This is an optimization exercise on Yosys and OpenROAD, whose aim is small area, not a production implementation. In this exercise RTL edits were held to simulation tests only and were not proved equivalent to the original. No driver is modelled on the clock port, so clocking that relies on it looks cheaper here than on a real chip. Power figures rest on the tool's default switching activity, not on a simulated workload.

==> zinc <==
==> flow/design.v <==
module pwm16 (
    input  wire        clk,
    input  wire        rst,
    input  wire        bus_we,
    input  wire        bus_re,
    input  wire [7:0]  bus_addr,
    input  wire [31:0] bus_wdata,
    output wire [31:0] bus_rdata,
    output wire [5:0]  pin_out,
    output wire [5:0]  pin_oe
);
    reg [15:0] cnt;           
    reg [1:0]  mode;
    reg        init_done;
    reg [3:0]  st;            
    reg        kw, kx, ks;    
    reg [15:0] code;
    reg [15:0] enc_c;         
    reg        enc_v;         
    reg        qres;
    reg [15:0] ocrp0, ocrp1;  
    reg [7:0]  ocrh0, ocrh1;  
    reg [7:0]  ocrl0, ocrl1;  
    reg [5:0]  dir, lvl, com;
    reg        saved;
    reg [17:0] rdata;
    assign bus_rdata = {14'd0, rdata};
    function lemaj16(input [15:0] nx, input [15:0] y);
        integer i;
        reg r;
        begin
            r = nx[0] | y[0];
            for (i = 1; i < 16; i = i + 1)
                r = (nx[i] & y[i]) | (nx[i] & r) | (y[i] & r);
            lemaj16 = r;
        end
    endfunction
    function lemaj8(input [7:0] nx, input [7:0] y);
        integer i;
        reg r;
        begin
            r = nx[0] | y[0];
            for (i = 1; i < 8; i = i + 1)
                r = (nx[i] & y[i]) | (nx[i] & r) | (y[i] & r);
            lemaj8 = r;
        end
    endfunction
    function [16:0] inc16(input [15:0] x, input ci);
        integer i;
        reg c;
        begin
            c = ci;
            for (i = 0; i < 16; i = i + 1) begin
                inc16[i] = x[i] ^ c;
                c = c & x[i];
            end
            inc16[16] = c;
        end
    endfunction
    function [7:0] dec8(input [7:0] x, input bi);
        integer i;
        reg b;
        begin
            b = bi;
            for (i = 0; i < 8; i = i + 1) begin
                dec8[i] = x[i] ^ b;
                b = b & ~x[i];
            end
        end
    endfunction
    wire busy    = |st;
    wire rev     = mode[0];               
    wire in_init = |mode & ~init_done;    
    wire init_run = in_init & (st == 4'd3 || st == 4'd4 || st == 4'd5 || st == 4'd8);
    wire halt    = in_init & (st == 4'd6 || st == 4'd7);
    wire clr     = in_init & (st == 4'd6);
    wire pri_cfg = init_done | (in_init & (st >= 4'd3));
    wire aux1_cfg = mode[1] & (init_done | (in_init & (st >= 4'd4)));
    wire aux2_cfg = mode[1] & (init_done | (in_init & (st >= 4'd5)));
    wire [3:0] op   = bus_wdata[31:28];
    wire z27_19 = ~|bus_wdata[27:19];
    wire z27_18 = z27_19 & ~bus_wdata[18];
    wire z17_16 = ~|bus_wdata[17:16];
    wire z15_0  = ~|bus_wdata[15:0];
    wire o_init = (op == 4'd1) & z27_18 & z15_0 & ~z17_16 & ~|mode;
    wire o_wr   = (op == 4'd2) & z27_18 & init_done & (bus_wdata[17] | mode[1]);
    wire o_enc  = (op == 4'd3) & z27_18 & z17_16;
    wire o_ish  = (op == 4'd4) & z27_19 & z15_0 & ~&bus_wdata[17:16];
    wire start  = bus_we & (bus_addr == 8'h00) & ~busy & (o_init | o_wr | o_enc | o_ish);
    wire ish_q  = (bus_wdata[17:16] == 2'd0) ^ (mode == 2'b11) ^ bus_wdata[18];
    wire c_lo_ff = &code[7:0];
    wire c_on    = c_lo_ff & (&code[15:8]);
    wire c_off   = ~|code;
    wire c_hz    = ~|code[15:8];
    wire v_h0    = c_hz & ~c_lo_ff & ~c_off;
    wire v_l0    = c_lo_ff & ~c_on;
    wire v_nrm   = ~c_on & ~c_off & ~v_h0 & ~v_l0;
    wire wp = ~in_init & kw & kx;
    wire wa = ~in_init & kw & ~kx;
    wire s1 = (st == 4'd1), s2 = (st == 4'd2), s3 = (st == 4'd3), s4 = (st == 4'd4);
    wire s5 = (st == 4'd5), s6 = (st == 4'd6), s7 = (st == 4'd7), s8 = (st == 4'd8);
    wire s9 = (st == 4'd9), s10 = (st == 4'd10), s11 = (st == 4'd11);
    wire enc_step = ~in_init & ~kw & ~kx & s1;
    wire ish_step = ~in_init & ~kw & kx & s1;
    wire last = in_init ? s8 :
                ~kw     ? s1 :
                kx      ? (s3 | (s2 & (c_on | c_off))) :
                (c_on & s4) | (c_off & s9) | ((v_h0 | v_l0) & s11) | (v_nrm & s6);
    wire h_static = wa & (((c_on | c_off | v_h0) & s3) | (v_l0 & s5));
    wire l_static = wa & (((c_on | c_off) & s4) | (v_h0 & s6) | (v_l0 & s3));
    wire st_v     = c_on;
    wire l_setlvl = wa & ((c_off & s8) | ((v_h0 | v_l0) & s7));
    wire h_save   = wa & s4;
    wire h_rest   = wa & s8;
    wire h_com1   = wa & ((v_nrm & s3) | (v_l0 & s9));
    wire l_com1   = wa & ((v_nrm & s4) | (v_h0 & s10));
    wire h_ocr    = wa & ((v_nrm & s5) | (v_l0 & s11));
    wire l_ocr    = wa & ((v_nrm & s6) | (v_h0 & s11));
    wire h_dir    = wa & s1;
    wire l_dir    = wa & s2;
    wire p_dir    = wp & s1;
    wire p_static = wp & s2 & (c_on | c_off);
    wire p_com1   = wp & s2 & ~(c_on | c_off);
    wire p_ocr    = wp & s3;
    wire [5:0] hmask = rev ? {4'b0000, ks, ~ks} : {ks, ~ks, 4'b0000};
    wire [5:0] lmask = rev ? {ks, ~ks, 4'b0000} : {4'b0000, ks, ~ks};
    wire [5:0] pmask = {2'b00, ks, ~ks, 2'b00};
    wire [15:0] ncnt = ~cnt;
    wire cp0 = lemaj16(ncnt, ocrp0);
    wire cp1 = lemaj16(ncnt, ocrp1);
    wire ch0 = lemaj8(ncnt[15:8], ocrh0);
    wire ch1 = lemaj8(ncnt[15:8], ocrh1);
    wire cl0 = ~lemaj8(ncnt[7:0], ocrl0);
    wire cl1 = ~lemaj8(ncnt[7:0], ocrl1);
    wire [5:0] wave = {rev ? cl1 : ch1, rev ? cl0 : ch0, cp1, cp0,
                       rev ? ch1 : cl1, rev ? ch0 : cl0};
    wire [5:0] pout = dir & ((com & wave) | (~com & lvl));
    assign pin_out = pout;
    assign pin_oe  = dir;
    wire [8:0] a = {~rst, bus_addr};    
    wire a04 = a == 9'h104, a08 = a == 9'h108, a0c = a == 9'h10C, a10 = a == 9'h110;
    wire a20 = a == 9'h120, a24 = a == 9'h124, a28 = a == 9'h128, a2c = a == 9'h12C, a34 = a == 9'h134;
    wire a40 = a == 9'h140, a44 = a == 9'h144, a48 = a == 9'h148, a4c = a == 9'h14C, a50 = a == 9'h150;
    wire a60 = a == 9'h160, a64 = a == 9'h164, a68 = a == 9'h168, a6c = a == 9'h16C, a74 = a == 9'h174;
    wire a80 = a == 9'h180, a84 = a == 9'h184;
    wire post = init_done & mode[1];
    wire pre  = in_init & mode[1];
    wire [1:0] a1pre = {cnt[1] & cnt[0], cnt[1] & ~cnt[0]};
    wire       a2pre = cnt[1] & cnt[0];
    wire sel_h0 = rev ? a24 : a64;
    wire sel_h1 = rev ? a28 : a68;
    wire sel_l0 = rev ? a64 : a24;
    wire sel_l1 = rev ? a68 : a28;
    wire sel_clo = a4c | (post & (rev ? (a34 | a6c) : (a2c | a74)));
    wire sel_chi = post & (rev ? a2c : a6c);
    wire sel_a1 = pre & (rev ? a34 : a2c);
    wire sel_a2 = pre & (rev ? a6c : a74);
    wire        enc_zero = ~|enc_c;
    wire [16:0] enc_inc  = inc16(enc_c, 1'b1);
    wire [17:0] rd =
        ({18{a04}} & {12'd0, (st == 4'd1 && !init_done) ? 2'b00 : mode, 2'b00, init_done, busy}) |
        ({18{a08}} & {enc_inc[16], enc_v & enc_zero, enc_inc[15:1], enc_inc[0] & ~enc_zero}) |
        ({18{a0c}} & {17'd0, qres}) |
        ({18{a10}} & {16'd0, halt, halt}) |
        ({18{a20}} & {6'd0, com[1], com[1] & ~rev, com[0], com[0] & ~rev, 2'b00,
                      aux1_cfg & rev, aux1_cfg & ~rev, 3'b000, aux1_cfg}) |
        ({18{a40}} & {6'd0, com[3], 1'b0, com[2], 1'b0, 3'b000, pri_cfg, 2'b00, pri_cfg, 1'b0}) |
        ({18{a60}} & {6'd0, com[5], com[5] & rev, com[4], com[4] & rev, 2'b00,
                      aux2_cfg & ~rev, aux2_cfg & rev, 3'b000, aux2_cfg}) |
        ({18{sel_h0}} & {10'd0, ocrh0}) |
        ({18{sel_h1}} & {10'd0, ocrh1}) |
        ({18{sel_l0}} & {10'd0, ocrl0}) |
        ({18{sel_l1}} & {10'd0, ocrl1}) |
        ({18{a44}} & {2'd0, ocrp0}) |
        ({18{a48}} & {2'd0, ocrp1}) |
        ({18{a4c}} & {2'd0, cnt[15:8], 8'd0}) |
        ({18{sel_clo}} & {10'd0, cnt[7:0]}) |
        ({18{sel_chi}} & {10'd0, cnt[15:8]}) |
        ({18{sel_a1}} & {16'd0, a1pre}) |
        ({18{sel_a2}} & {17'd0, a2pre}) |
        ({18{a50}} & {2'd0, {16{pri_cfg}}}) |
        ({18{a80}} & {4'd0, lvl, 2'b00, dir}) |
        ({18{a84}} & {4'd0, dir, 2'b00, pout});
    wire        nr     = ~rst;
    wire [15:0] code_z = code & {16{nr}};
    wire [7:0]  hm1_z  = dec8(code_z[15:8], nr & ~c_lo_ff);
    wire [16:0] run_c  = inc16(cnt, init_run | init_done);
    always @(posedge clk) begin
        cnt <= run_c[15:0] & {16{nr & ~clr}};
        if (rst | bus_re)
            rdata <= rd;
        if (rst | enc_step) begin
            enc_c <= code_z;
            enc_v <= nr;
        end
        if (rst | (p_ocr & ~ks)) ocrp0 <= code_z;
        if (rst | (p_ocr &  ks)) ocrp1 <= code_z;
        if (rst | (h_ocr & ~ks)) ocrh0 <= hm1_z;
        if (rst | (h_ocr &  ks)) ocrh1 <= hm1_z;
        if (rst | (l_ocr & ~ks)) ocrl0 <= code_z[7:0];
        if (rst | (l_ocr &  ks)) ocrl1 <= code_z[7:0];
    end
    always @(posedge clk) begin
        if (!busy) begin
            code <= bus_wdata[15:0];
            kw   <= op == 4'd2;
            kx   <= (op == 4'd2) ? bus_wdata[17] : (op == 4'd4);
            ks   <= (op == 4'd4) ? ish_q : bus_wdata[16];
        end
        if (h_save)
            saved <= |(com & hmask);
    end
    always @(posedge clk) begin
        if (rst) begin
            mode <= 2'b00; init_done <= 1'b0; st <= 4'd0;
            qres <= 1'b0;
            dir <= 6'd0; lvl <= 6'd0; com <= 6'd0;
        end else begin
            if (start) begin
                st <= 4'd1;
                if (op == 4'd1)
                    mode <= bus_wdata[17:16];
            end else if (busy) begin
                if (last)
                    st <= 4'd0;
                else if (in_init & s2 & ~mode[1])
                    st <= 4'd5;
                else
                    st <= st + 4'd1;
            end
            if (in_init & s8)
                init_done <= 1'b1;
            if (ish_step)
                qres <= ks;
            dir <= dir | ({6{h_dir}} & hmask) | ({6{l_dir}} & lmask) | ({6{p_dir}} & pmask);
            lvl <= (lvl & ~({6{h_static}} & hmask) & ~({6{l_static | l_setlvl}} & lmask)
                        & ~({6{p_static}} & pmask))
                 | ({6{h_static & st_v}} & hmask)
                 | ({6{(l_static & st_v) | l_setlvl}} & lmask)
                 | ({6{p_static & st_v}} & pmask);
            com <= (com & ~({6{h_static | h_rest | h_com1}} & hmask) & ~({6{l_static | l_com1}} & lmask)
                        & ~({6{p_static | p_com1}} & pmask))
                 | ({6{(h_rest & saved) | h_com1}} & hmask)
                 | ({6{l_com1}} & lmask)
                 | ({6{p_com1}} & pmask);
        end
    end
endmodule
==> flow/flow/run.sh <==
#!/bin/bash
# Own layout flow: the standard ORFS flow (standard.sh) with these changes:
#  - synthesis is the standard flow's own script, except that ABC maps the logic with the
#    area-oriented script flow/abc_area.script (registers are mapped before ABC
#    and are the same as in the standard synthesis);
#  - every input and output port is buffered with sky130_fd_sc_hd__buf_1;
#  - clock tree synthesis takes its arguments from flow/cts_args (no dummy loads);
#  - no buffers are inserted for outputs driven by a constant (SYNTH_INSBUF=0).
# Each tool's output stays in orfs/logs/...; make's own output is in flow_make.log.
set -euo pipefail
W=$(pwd)
# ORFS synth.tcl with ABC's script replaced
awk -v scr="$W/flow/abc_area.script" '
  { print }
  /source \$::env\(SCRIPTS_DIR\)\/synth_preamble.tcl/ {
    print "set abc_args [list -script " scr " {*}$lib_args {*}$lib_dont_use_args -constr $::env(OBJECTS_DIR)/abc.constr]"
  }' "$FLOW_HOME/scripts/synth.tcl" > "$W/own_synth_body.tcl"
grep -q "abc_area.script" "$W/own_synth_body.tcl"
# The standard flow's synthesis script, sourcing the copy above
sed "s#\$::env(SCRIPTS_DIR)/synth.tcl#$W/own_synth_body.tcl#" synth_recipe.tcl > "$W/own_synth.tcl"
grep -q "own_synth_body.tcl" "$W/own_synth.tcl"
CTS_ARGS=$(tr '\n' ' ' < "$W/flow/cts_args")
bash standard.sh SYNTH_SCRIPT="$W/own_synth.tcl" \
  "BUFFER_PORTS_ARGS=-buffer_cell sky130_fd_sc_hd__buf_1" "CTS_ARGS=$CTS_ARGS" SYNTH_INSBUF=0 finish > "$W/flow_make.log" 2>&1
test -s out/final.def
==> flow/flow/abc_area.script <==
strash
&get -n
&st
&dch -f
&nf -a
&put
topo
dnsize -c
==> flow/flow/cts_args <==
-sink_clustering_enable -repair_clock_nets -dont_use_dummy_load -sink_clustering_size 30 -buf_list sky130_fd_sc_hd__clkbuf_8
==> flow/standard.sh <==
#!/bin/bash
# synth_recipe.tcl (not shown) runs the flow's synth.tcl, then flattens the netlist and writes it again
# the make line also repeats each setting of config.mk as NAME=value (left out here)
make -C /OpenROAD-flow-scripts/flow DESIGN_CONFIG=/design/flow/config.mk WORK_HOME=/design/flow/orfs CLKGATE_MAP_FILE= SYNTH_SCRIPT=/design/flow/synth_recipe.tcl "${@:-finish}"
==> flow/config.mk <==
export PLATFORM = sky130hd
export DESIGN_NAME = pwm16
export DESIGN_NICKNAME = pwm16
export VERILOG_FILES = /design/flow/design.v
export SDC_FILE = /design/flow/constraint.sdc
export NUM_CORES = 4
export LEC_CHECK = 0
export CAP_MARGIN = 20
export CORE_MARGIN = 2
export CORE_UTILIZATION = 40
export PLACE_DENSITY = 0.6
export SLEW_MARGIN = 20
==> flow/constraint.sdc <==
create_clock -name core_clock -period 12.0 [get_ports {clk}]
set_input_delay 2.4000 -clock core_clock [delete_from_list [all_inputs] [get_ports {clk}]]
set_output_delay 2.4000 -clock core_clock [all_outputs]
set_load 0.01 [all_outputs]
==> lagoon (differences from zinc) <==
--- a/flow/design.v
+++ b/flow/design.v
@@ -24,3 +24,2 @@
     reg [5:0]  dir, lvl, com;
-    reg        saved;
     reg [17:0] rdata;
@@ -109,2 +108,4 @@
     wire h_static = wa & (((c_on | c_off | v_h0) & s3) | (v_l0 & s5));
+    wire h_static_com = wa & (c_on | c_off | v_h0) & s3;
+    wire com_hide = wa & v_l0 & (s6 | s7 | s8);
     wire l_static = wa & (((c_on | c_off) & s4) | (v_h0 & s6) | (v_l0 & s3));
@@ -112,4 +113,2 @@
     wire l_setlvl = wa & ((c_off & s8) | ((v_h0 | v_l0) & s7));
-    wire h_save   = wa & s4;
-    wire h_rest   = wa & s8;
     wire h_com1   = wa & ((v_nrm & s3) | (v_l0 & s9));
@@ -136,6 +135,8 @@
                        rev ? ch1 : cl1, rev ? ch0 : cl0};
-    wire [5:0] pout = dir & ((com & wave) | (~com & lvl));
+    wire [5:0] comv = com & ~({6{com_hide}} & hmask);
+    wire [5:0] pout = dir & ((comv & wave) | (~comv & lvl));
     assign pin_out = pout;
     assign pin_oe  = dir;
-    wire [8:0] a = {~rst, bus_addr};    
+    wire [8:0] a = {bus_re & ~rst, bus_addr};
+    wire rd_hold = ~bus_re & ~rst;
     wire a04 = a == 9'h104, a08 = a == 9'h108, a0c = a == 9'h10C, a10 = a == 9'h110;
@@ -164,6 +165,6 @@
         ({18{a10}} & {16'd0, halt, halt}) |
-        ({18{a20}} & {6'd0, com[1], com[1] & ~rev, com[0], com[0] & ~rev, 2'b00,
+        ({18{a20}} & {6'd0, comv[1], comv[1] & ~rev, comv[0], comv[0] & ~rev, 2'b00,
                       aux1_cfg & rev, aux1_cfg & ~rev, 3'b000, aux1_cfg}) |
         ({18{a40}} & {6'd0, com[3], 1'b0, com[2], 1'b0, 3'b000, pri_cfg, 2'b00, pri_cfg, 1'b0}) |
-        ({18{a60}} & {6'd0, com[5], com[5] & rev, com[4], com[4] & rev, 2'b00,
+        ({18{a60}} & {6'd0, comv[5], comv[5] & rev, comv[4], comv[4] & rev, 2'b00,
                       aux2_cfg & ~rev, aux2_cfg & rev, 3'b000, aux2_cfg}) |
@@ -182,3 +183,4 @@
         ({18{a80}} & {4'd0, lvl, 2'b00, dir}) |
-        ({18{a84}} & {4'd0, dir, 2'b00, pout});
+        ({18{a84}} & {4'd0, dir, 2'b00, pout}) |
+        ({18{rd_hold}} & rdata);
     wire        nr     = ~rst;
@@ -189,4 +191,3 @@
         cnt <= run_c[15:0] & {16{nr & ~clr}};
-        if (rst | bus_re)
-            rdata <= rd;
+        rdata <= rd;
         if (rst | enc_step) begin
@@ -209,4 +210,2 @@
         end
-        if (h_save)
-            saved <= |(com & hmask);
     end
@@ -240,5 +239,5 @@
                  | ({6{p_static & st_v}} & pmask);
-            com <= (com & ~({6{h_static | h_rest | h_com1}} & hmask) & ~({6{l_static | l_com1}} & lmask)
+            com <= (com & ~({6{h_static_com | h_com1}} & hmask) & ~({6{l_static | l_com1}} & lmask)
                         & ~({6{p_static | p_com1}} & pmask))
-                 | ({6{(h_rest & saved) | h_com1}} & hmask)
+                 | ({6{h_com1}} & hmask)
                  | ({6{l_com1}} & lmask)
--- a/flow/flow/run.sh
+++ b/flow/flow/run.sh
@@ -7,3 +7,7 @@
 #  - clock tree synthesis takes its arguments from flow/cts_args (no dummy loads);
-#  - no buffers are inserted for outputs driven by a constant (SYNTH_INSBUF=0).
+#  - no buffers are inserted for outputs driven by a constant (SYNTH_INSBUF=0);
+#  - adders are left to ABC (ADDER_MAP_FILE empty) instead of half-adder cells;
+#  - after clock tree synthesis, flow/clk_downsize.tcl swaps clock buffers for
+#    smaller ones while every flip-flop clock pin stays under 115 ps of slew;
+#  - the constant-0 outputs share one tie cell (SKIP_REPAIR_TIE_FANOUT=1).
 # Each tool's output stays in orfs/logs/...; make's own output is in flow_make.log.
@@ -23,3 +27,4 @@
 bash standard.sh SYNTH_SCRIPT="$W/own_synth.tcl" \
-  "BUFFER_PORTS_ARGS=-buffer_cell sky130_fd_sc_hd__buf_1" "CTS_ARGS=$CTS_ARGS" SYNTH_INSBUF=0 finish > "$W/flow_make.log" 2>&1
+  "BUFFER_PORTS_ARGS=-buffer_cell sky130_fd_sc_hd__buf_1" "CTS_ARGS=$CTS_ARGS" SYNTH_INSBUF=0 ADDER_MAP_FILE= \
+  POST_CTS_TCL="$W/flow/clk_downsize.tcl" SKIP_REPAIR_TIE_FANOUT=1 finish > "$W/flow_make.log" 2>&1
 test -s out/final.def
==> flow/flow/abc_area.script (replaced) <==
strash
&get -n
&st
&deepsyn -J 50
&st
&dch -f
&nf -a -p
&st
&dch -f
&nf -a -p
&put
topo
dnsize -c
==> flow/flow/clk_downsize.tcl (new file) <==
proc clk_pin_max_slew {} {
  set mx 0
  foreach pin [get_pins -hierarchical */CLK] {
    foreach rf {rise fall} {
      set s [get_property $pin slew_max_$rf]
      if {$s > $mx} {set mx $s}
    }
  }
  return $mx
}
set clk_slew_target 0.115
set_propagated_clock [all_clocks]
estimate_parasitics -placement
set base [clk_pin_max_slew]
puts "clock downsize: start max clock-pin slew $base"
# leaf buffers first, the root buffer (clkbuf_0_*) last
set insts {}
set roots {}
foreach inst [[ord::get_db_block] getInsts] {
  set n [$inst getName]
  if {[string match "clkbuf_0_*" $n]} { lappend roots $n } elseif {[string match "clkbuf_*" $n]} { lappend insts $n }
}
set insts [concat [lsort $insts] $roots]
foreach name $insts {
  set inst [get_cells $name]
  set orig [get_property $inst ref_name]
  foreach cand {sky130_fd_sc_hd__clkbuf_1 sky130_fd_sc_hd__clkbuf_2 sky130_fd_sc_hd__clkbuf_4} {
    if {$cand == $orig} break
    replace_cell $inst $cand
    estimate_parasitics -placement
    set s [clk_pin_max_slew]
    if {$s <= [expr max($clk_slew_target, $base)]} {
      puts "clock downsize: $name $orig -> $cand (max slew $s)"
      set orig ""
      break
    }
    replace_cell $inst $orig
  }
  if {$orig != ""} { replace_cell $inst $orig }
}
estimate_parasitics -placement
puts "clock downsize: end max clock-pin slew [clk_pin_max_slew]"
Settings changed: CORE_UTILIZATION 40 to 65, PLACE_DENSITY 0.6 to 0.8.
==> summary of the runs <==
Of zinc and lagoon, zinc has the higher total power (gap about 25%, measured against lagoon).
Of zinc and lagoon, zinc has the higher final cell count (gap 13%, measured against lagoon).
Sequential share of layout area: lagoon is higher than zinc (1.9 points).
First-iteration DRC count: zinc is lower than lagoon (42%).
Against zinc, the maximum frequency of lagoon is larger by 3.9%.
Between lagoon and zinc, the lower die area is in lagoon (gap 41%, measured against zinc).
Between lagoon and zinc, the lower register-to-register slack is in zinc (gap 360 ps).
Of lagoon and zinc, zinc has the higher synthesized area (gap about 6%, measured against zinc).
In lagoon the hold slack is worse than in zinc, by 17 ps.

## what the ideal ports hide
Ports are ideal in the flow. The routed layouts listed here were re-timed in OpenROAD. Step 1, drivers: a clkbuf_16 drives clk and a buf_2 each remaining input, both assumed. Step 2 times the ports against the registers' clock, not the clock port: input delays grow and output delays shrink by t, the midpoint of the rising clock arrivals with the driver on. a / b / c = ideal / step 1 / step 2; a / b = the first two.
run	t (ns)	setup slack, ns	hold WS [ns]	worst setup path at the end	pins driven straight from the clock port
zinc	0.497	5.337 / 5.293 / 5.790	0.498 / 0.498 / 0.498	register to output	1
lagoon	0.584	5.584 / 5.547 / 6.131	0.481 / 0.481 / 0.481	register to output	1
After both steps setup and hold are still met in every run listed.
